Context: an optimization exercise on an open-source flow, tuned for small area, a short achievable clock period and few clock cycles per item. The choices shown serve that exercise and are no tape-out recipe.
The RTL was checked by simulation tests, not by an equivalence proof against the original design.
Power is estimated from default activity; no workload was simulated.

--- config.mk ---
export PLATFORM = sky130hd
export DESIGN_NAME = fds_decoder
export DESIGN_NICKNAME = fds_decoder
export VERILOG_FILES = /design/flow/design.v
export SDC_FILE = /design/flow/constraint.sdc
export NUM_CORES = 4
export LEC_CHECK = 0
export CAP_MARGIN = 20
export CORE_MARGIN = 2
export CORE_UTILIZATION = 40
export SLEW_MARGIN = 20
--- constraint.sdc ---
create_clock -name core_clock -period 10.0 [get_ports {clk}]
set_input_delay 2.0000 -clock core_clock [delete_from_list [all_inputs] [get_ports {clk}]]
set_output_delay 2.0000 -clock core_clock [all_outputs]
set_load 0.01 [all_outputs]
--- design.v ---
module fds_decoder (
    input  wire        clk,
    input  wire        rst,           
    input  wire [7:0]  cfg_q_t0,      
    input  wire [7:0]  cfg_q_t1,      
    input  wire [7:0]  cfg_q_t2,      
    input  wire [7:0]  cfg_q_t3,      
    input  wire [15:0] cfg_min_gap,   
    input  wire        in_valid,
    output wire        in_ready,
    input  wire [7:0]  in_data,
    output reg         out_valid,
    input  wire        out_ready,
    output reg  [1:0]  out_kind,
    output reg  [31:0] out_data,
    output reg  [31:0] out_pos
);
    localparam [1:0] K_DATA     = 2'd0;
    localparam [1:0] K_BLOCK_OK = 2'd1;
    localparam [1:0] K_BAD_CRC  = 2'd2;
    localparam [1:0] K_MISMATCH = 2'd3;
    localparam [15:0] CRC_START = 16'h8080;
    function [15:0] crc_bit;
        input [15:0] reg_in;
        input        b;
        reg   [16:0] r;
        begin
            r = {b, reg_in};
            if (r[0]) r = r ^ 17'h10810;
            crc_bit = r[16:1];
        end
    endfunction
    reg        in_block;      
    reg [15:0] zeros;         
    reg        prev;          
    reg [19:0] nb;            
    reg [7:0]  byte_sr;       
    reg [15:0] crc;
    reg [7:0]  stored_lo;     
    reg        mismatch;      
    reg [1:0]  stage;         
    reg [15:0] size;          
    reg [31:0] pos;           
    reg [31:0] e_pos;         
    wire fire = in_valid && in_ready;
    assign in_ready = !out_valid || out_ready;
    reg [1:0] sym;
    always @* begin
        if      (in_data < cfg_q_t0) sym = 2'd3;
        else if (in_data < cfg_q_t1) sym = 2'd0;
        else if (in_data < cfg_q_t2) sym = 2'd1;
        else if (in_data < cfg_q_t3) sym = 2'd2;
        else                         sym = 2'd3;
    end
    reg       nbits2;         
    reg       bit0, bit1;
    reg       new_prev;
    always @* begin
        nbits2 = 1'b0; bit0 = 1'b0; bit1 = 1'b0;
        case ({prev, sym})
            {1'b0, 2'd0}: begin bit0 = 1'b0; end
            {1'b0, 2'd1}: begin bit0 = 1'b1; end
            {1'b1, 2'd0}: begin bit0 = 1'b1; end
            {1'b1, 2'd1}: begin nbits2 = 1'b1; bit0 = 1'b0; bit1 = 1'b0; end
            {1'b1, 2'd2}: begin nbits2 = 1'b1; bit0 = 1'b0; bit1 = 1'b1; end
            default:      begin bit0 = 1'b0; end    
        endcase
        new_prev = nbits2 ? bit1 : bit0;
    end
    reg [7:0]  exp_type;
    reg [16:0] exp_len;       
    always @* begin
        case (stage)
            2'd0: begin exp_type = 8'd1; exp_len = 17'd56; end
            2'd1: begin exp_type = 8'd2; exp_len = 17'd2;  end
            2'd2: begin exp_type = 8'd3; exp_len = 17'd16; end
            default: begin exp_type = 8'd4; exp_len = {1'b0, size} + 17'd1; end
        endcase
    end
    wire [19:0] total_bits   = {exp_len + 17'd2, 3'b000};
    wire [19:0] payload_bits = {exp_len, 3'b000};
    reg [19:0] nb_n;
    reg [7:0]  sr_n;
    reg [15:0] crc_n;
    reg        byte_done;
    reg [16:0] byte_idx;
    reg [7:0]  byte_val;      
    reg        b;
    integer    k;
    always @* begin
        nb_n      = nb;
        sr_n      = byte_sr;
        crc_n     = crc;
        byte_done = 1'b0;
        byte_idx  = 17'd0;
        byte_val  = 8'd0;
        for (k = 0; k < 2; k = k + 1) begin
            if ((k == 0 || nbits2) && nb_n != total_bits) begin
                b = (k == 0) ? bit0 : bit1;
                sr_n = {b, sr_n[7:1]};
                crc_n = crc_bit(crc_n, (nb_n < payload_bits) ? b : 1'b0);
                nb_n = nb_n + 20'd1;
                if (nb_n[2:0] == 3'd0) begin
                    byte_done = 1'b1;
                    byte_idx  = nb_n[19:3] - 17'd1;
                    byte_val  = sr_n;
                end
            end
        end
    end
    wire block_end = (nb_n == total_bits);
    always @(posedge clk) begin
        if (rst) begin
            in_block  <= 1'b0;
            zeros     <= 16'd0;
            prev      <= 1'b0;
            nb        <= 20'd0;
            byte_sr   <= 8'd0;
            crc       <= 16'd0;
            stored_lo <= 8'd0;
            mismatch  <= 1'b0;
            stage     <= 2'd0;
            size      <= 16'd0;
            pos       <= 32'd0;
            e_pos     <= 32'd0;
            out_valid <= 1'b0;
            out_kind  <= 2'd0;
            out_data  <= 32'd0;
            out_pos   <= 32'd0;
        end else begin
            if (out_valid && out_ready)
                out_valid <= 1'b0;
            if (fire) begin
                pos <= pos + 32'd1;
                if (!in_block) begin
                    if (sym == 2'd1 && zeros >= cfg_min_gap) begin
                        in_block <= 1'b1;
                        prev     <= 1'b1;
                        nb       <= 20'd0;
                        crc      <= CRC_START;
                        mismatch <= 1'b0;
                        e_pos    <= pos;
                    end else if (sym == 2'd0) begin
                        if (zeros != 16'hFFFF)
                            zeros <= zeros + 16'd1;
                    end else begin
                        zeros <= 16'd0;
                    end
                end else begin
                    prev    <= new_prev;
                    nb      <= nb_n;
                    byte_sr <= sr_n;
                    crc     <= crc_n;
                    if (byte_done) begin
                        if (byte_idx == 17'd0) begin
                            out_valid <= 1'b1;
                            out_pos   <= e_pos;
                            if (byte_val != exp_type) begin
                                mismatch <= 1'b1;
                                out_kind <= K_MISMATCH;
                                out_data <= {16'd0, exp_type, byte_val};
                            end else begin
                                out_kind <= K_DATA;
                                out_data <= {24'd0, byte_val};
                            end
                        end else if (byte_idx < exp_len) begin
                            if (!mismatch) begin
                                out_valid <= 1'b1;
                                out_pos   <= e_pos;
                                out_kind  <= K_DATA;
                                out_data  <= {24'd0, byte_val};
                                if (stage == 2'd2 && byte_idx == 17'd13)
                                    size[7:0] <= byte_val;
                                if (stage == 2'd2 && byte_idx == 17'd14)
                                    size[15:8] <= byte_val;
                            end
                        end else if (byte_idx == exp_len) begin
                            stored_lo <= byte_val;
                        end
                    end
                    if (block_end) begin
                        in_block <= 1'b0;
                        zeros    <= 16'd0;
                        if (!mismatch) begin
                            out_valid <= 1'b1;
                            out_pos   <= e_pos;
                            out_kind  <= ({byte_val, stored_lo} == crc_n) ? K_BLOCK_OK : K_BAD_CRC;
                            out_data  <= {byte_val, stored_lo, crc_n};
                            stage     <= (stage == 2'd3) ? 2'd2 : stage + 2'd1;
                        end
                    end
                end
            end
        end
    end
endmodule
--- run.sh ---
#!/bin/bash
# synth_recipe.tcl (not shown) runs the flow's synth.tcl, then flattens the netlist and writes it again
# the make line also repeats each setting of config.mk as NAME=value (left out here)
make -C /OpenROAD-flow-scripts/flow DESIGN_CONFIG=/design/flow/config.mk WORK_HOME=/design/flow/orfs CLKGATE_MAP_FILE= SYNTH_SCRIPT=/design/flow/synth_recipe.tcl finish
==> results.tsv <==
metric	value	unit
status	complete, no violations	
commonest non-fill, non-tap cell in the layout	nor2_1	
cell taking the most area after synthesis	dfxtp_1	
vias in the first global route	15030	
routed vias	15532	
Rows	73	
Net Switching	0.424	mW
CP max stage cell	or4_1	
maximum VDD drop	0.141	mV
hold path depth	1	
path depth of the worst reg2reg path	38	
largest net degree at the start of global routing	77	
Port Buffer Count	127	
Synth top area share	27.3	%
Initial DRC Count	1169	
Reg2Reg Setup Slack	0.56	ns
worst path bufs/invs	2	
PwrDens	99.0	mW/mm²
crit start category	flip-flop	
Seq/Total Area, Yosys	27.3	%
most frequent cells in the layout	281 x nor2_1, 218 x dfxtp_1, 130 x xnor2_1, 130 x nand2_1, 126 x clkdlybuf4s50_1	
die height	204	µm
CP required	10.41	ns
Routed Antenna Nets	0	
WS Path Type	reg -> reg	
Worst Hold Path EP	out_data[6]$_SDFFE_PP0P_	
Tcrit/Tclk final	94.4	%
CP top delay family	simple AND/OR/NAND/NOR gates	
worst hold path startpoint	out_data[6]$_SDFFE_PP0P_	
CP arrival	9.85	ns
Placed Instances	2644	
Period minus WS final	9.44	ns
Post-synth ARST share	0	%
H-tree depth	1	
Synth Warn #	1	
Post-Synthesis Cell Area	0.0161	mm²
RePlAce Congestion	1.03	
CTS tree	yes	
final cell count without fillers	2692	
CTS root buf	clkbuf_16	
CP endpoint kind	flip-flop	
slowest stage delay, CP	0.70	ns
Final Slew Violations	0	
Critical R2R Capture	size[14]$_SDFFE_PP0P_	
CTS Buffer Depth	3	
post-synthesis cell type count	87	
hold crit path type	reg -> reg	
Worst Slack Setup Final	0.557	ns
launching point of the worst reg2reg path	size[1]$_SDFFE_PP0P_	
layout cells sized above 1	7.15	%
Max Fclk	106	MHz
router iterations before antenna repair	6	
Synthesized Nets	2207	
clock slew at reported path FFs	0.06	ns
register area	0.00439	mm²
final setup fails	0	
initial antenna violation count	0	
first-pass GRT wire length	89.3	mm
Logic pwr share	4.7	%
hold_buf cts	0	
Detail Placement HPWL	44.5	mm
vias per cell	5.77	
grt ovf	0	
multi-input logic area	0.0109	mm²
CP most frequent cell	a21o_1	
leakage	8.09	nW
Die X	204	µm
Rel. slew slack	24.2	%
Post-synth EDFFs	0	
Worst Tran Pin Value	1.13	ns
synthesized instance count	2035	
skew final	0.0311	ns
Fin. Hold Viols	0	
Initial Utilization	40.5	%
worst-path maximum fanout	12	
Post-synth top flop	dfxtp_1	
Fillers	3954	
I/O pin count	128	
syn avg cell area	7.90	µm²
Diodes inserted	0	
P&R area growth vs syn	18.0	%
global-route usage over all layers	27.4	%
Yosys reg bits	219	
die area	0.0418	mm²
Internal Power	1.45	mW
synth top area cells	dfxtp_1 27%, ha_1 8.7%, xnor2_1 7.1%	
Clk pwr share	48.7	%
total wire length	58.1	mm
Sw Ratio	22.6	%
Layout Nets	2323	
worst skew pair latency	0.55	ns
Residual DRC	0	
Num CTS Buffers	24	
clock sink count	219	
DR WL/cell	21.6	µm
worst slack, placed	-0.0212	ns
Max Cap Viol	0	
core area	0.0397	mm²
Reg power frac	46.6	%
==> power groups by stage <==
stage / Clock (mW) / Combinational, mW / Sequential (mW)
2_1_floorplan: 0 / 0.0486 / 0.894
5_1_grt: 0.961 / 0.0993 / 0.875
3_5_place_dp: 0 / 0.0882 / 0.894
3_3_place_gp: 0 / 0.0866 / 0.894
6_report: 0.915 / 0.0876 / 0.875
4_1_cts: 0.930 / 0.0888 / 0.875
==> synth_stat cells (7+ instances only) <==
cell type and count:
o21a_1 12, o211ai_1 13, dfxtp_1 219, nand2b_1 16, a22oi_1 12, buf_2 13, clkbuf_1 76, a211o_1 13
nand3_1 93, a211oi_1 21, inv_1 116, a31oi_1 15, xnor3_1 7, and2_1 16, a22o_1 21, nand4_1 31
a221oi_1 9, nor3_1 59, a21o_1 40, and3_1 27, a21oi_1 105, nor4_1 32, nor2b_1 15, mux2i_1 90
a2111oi_0 7, nand2_1 130, nor2_1 283, or2_2 8, or3_1 25, ha_1 112, o21ai_0 60, buf_1 12
xor2_1 49, xnor2_1 130, o22ai_1 11
==> sequential cells by signal (all words and copies together) (netlist names), 2 cells and up <==
name       count
nb            20
size          16
stage          2
out_kind       2
stored_lo      8
zeros         16
crc           16
e_pos         32
out_data      32
pos           32
byte_sr        7
out_pos       32
==> kinds of logic (layout without fill, tap and decap cells) <==
kind of cell	count (synthesis)	after routing	share of synthesized area [%]
AND/OR/NAND/NOR	782	782	23.7
AO/OA/AOI/OAI	418	418	18.0
buffers and inverters	223	355	5.45
flip-flops	219	219	27.3
XOR/XNOR	188	188	11.0
adder cells (fa/ha/maj)	112	112	8.72
multiplexers	93	93	5.81
==> cell type report <==
cell class / count / area share (%)
multi-input cells: 1593 / 57.4
flip-flops and latches: 219 / 23.1
repair buffers: 194 / 9.35
clock buffers: 34 / 3.68
well taps: 525 / 3.46
inverters: 119 / 2.37
clock inverters: 8 / 0.574
==> worst reg2reg max path, delay by kind of cell (launching register included) <==
kind,cells,cell delay (ns)
compound gates,14,2.92
xor+xnor,4,0.72
fa+ha+maj,4,1.09
buf+inv,2,0.32
flops,1,0.47
mux,1,0.16
simple gates,13,3.65
==> per-stage QoR <==
stage / util, % / power [mW] / TNS, ns / hold WS [ns] / cell area [µm²]
4_1_cts: 47.5 / 1.89 / 0 / 0.470 / 18900
5_1_grt: 47.8 / 1.94 / -0.0284 / 0.481 / 19000
2_1_floorplan: - / 0.943 / 0 / 0.454 / 16100
6_report: 47.8 / 1.88 / 0 / 0.473 / 19000
3_3_place_gp: 45.4 / 0.981 / -0.207 / 0.460 / 18100
3_5_place_dp: 45.4 / 0.983 / -0.0758 / 0.452 / 18100
==> worst max-delay path by stage <==
| stage | to | from | cells past startpoint | slack (ns) |
|---|---|---|---|---|
| finish | size[14]$_SDFFE_PP0P_ | size[1]$_SDFFE_PP0P_ | 38 | 0.56 |
| CTS | size[14]$_SDFFE_PP0P_ | size[0]$_SDFFE_PP0P_ | 39 | 0.07 |
| global placement | size[11]$_SDFFE_PP0P_ | size[0]$_SDFFE_PP0P_ | 41 | -0.05 |
| floorplan | size[2]$_SDFFE_PP0P_ | stage[0]$_SDFFE_PP0P_ | 48 | 0.39 |
| detailed placement | size[14]$_SDFFE_PP0P_ | size[0]$_SDFFE_PP0P_ | 41 | -0.02 |
| global route | size[15]$_SDFFE_PP0P_ | stage[0]$_SDFFE_PP0P_ | 42 | -0.03 |
==> layer usage <==
metal	up-vias	GRT usage, %	share of wire, %
met3	127	4.34	6.3
li1	7480	-	-
met4	0	11.8	4.5
met1	7373	36.9	45
met2	552	43.4	44
met5	-	0	0
==> timing repair <==
action | 4_1_cts | 5_1_grt
gates resized for setup | 1 | 12
pin swaps | 0 | 2
endpoints found under the setup margin | 11 | 91
cloned | 0 | 0
endpoints found under the hold margin | 0 | 0
buffers inserted | 0 | 5
Testbench counts, summed over its fixed seeds: cycles 728,725, items 728,725.

[what the ideal ports hide]
How much do the figures lean on ideal ports? The routed layout below was timed once more, with nothing changed but the port constraints. Step 1: set_driving_cell puts a clkbuf_16 on clk and a buf_2 on each other input, an assumption about the parent block. Step 2, shift: input delay + t, output delay - t, t = (earliest + latest rising clock arrival at the registers) / 2. This alone moves slack from input paths to output paths. Three values: no drivers, after step 1, after step 2; two values: the first two.
shift t [ns]: 0.585
setup WS [ns]: 0.557 / 0.557 / 0.557
hold slack, ns: 0.473 / 0.473 / 0.473
worst setup path at the end: register to register
clock arrival spread, ns: 0.031 / 0.031
After both steps setup and hold are still met in this run. For this run, drivers alone change the setup slack by 0.000 ns; drivers and shift together by 0.000 ns.
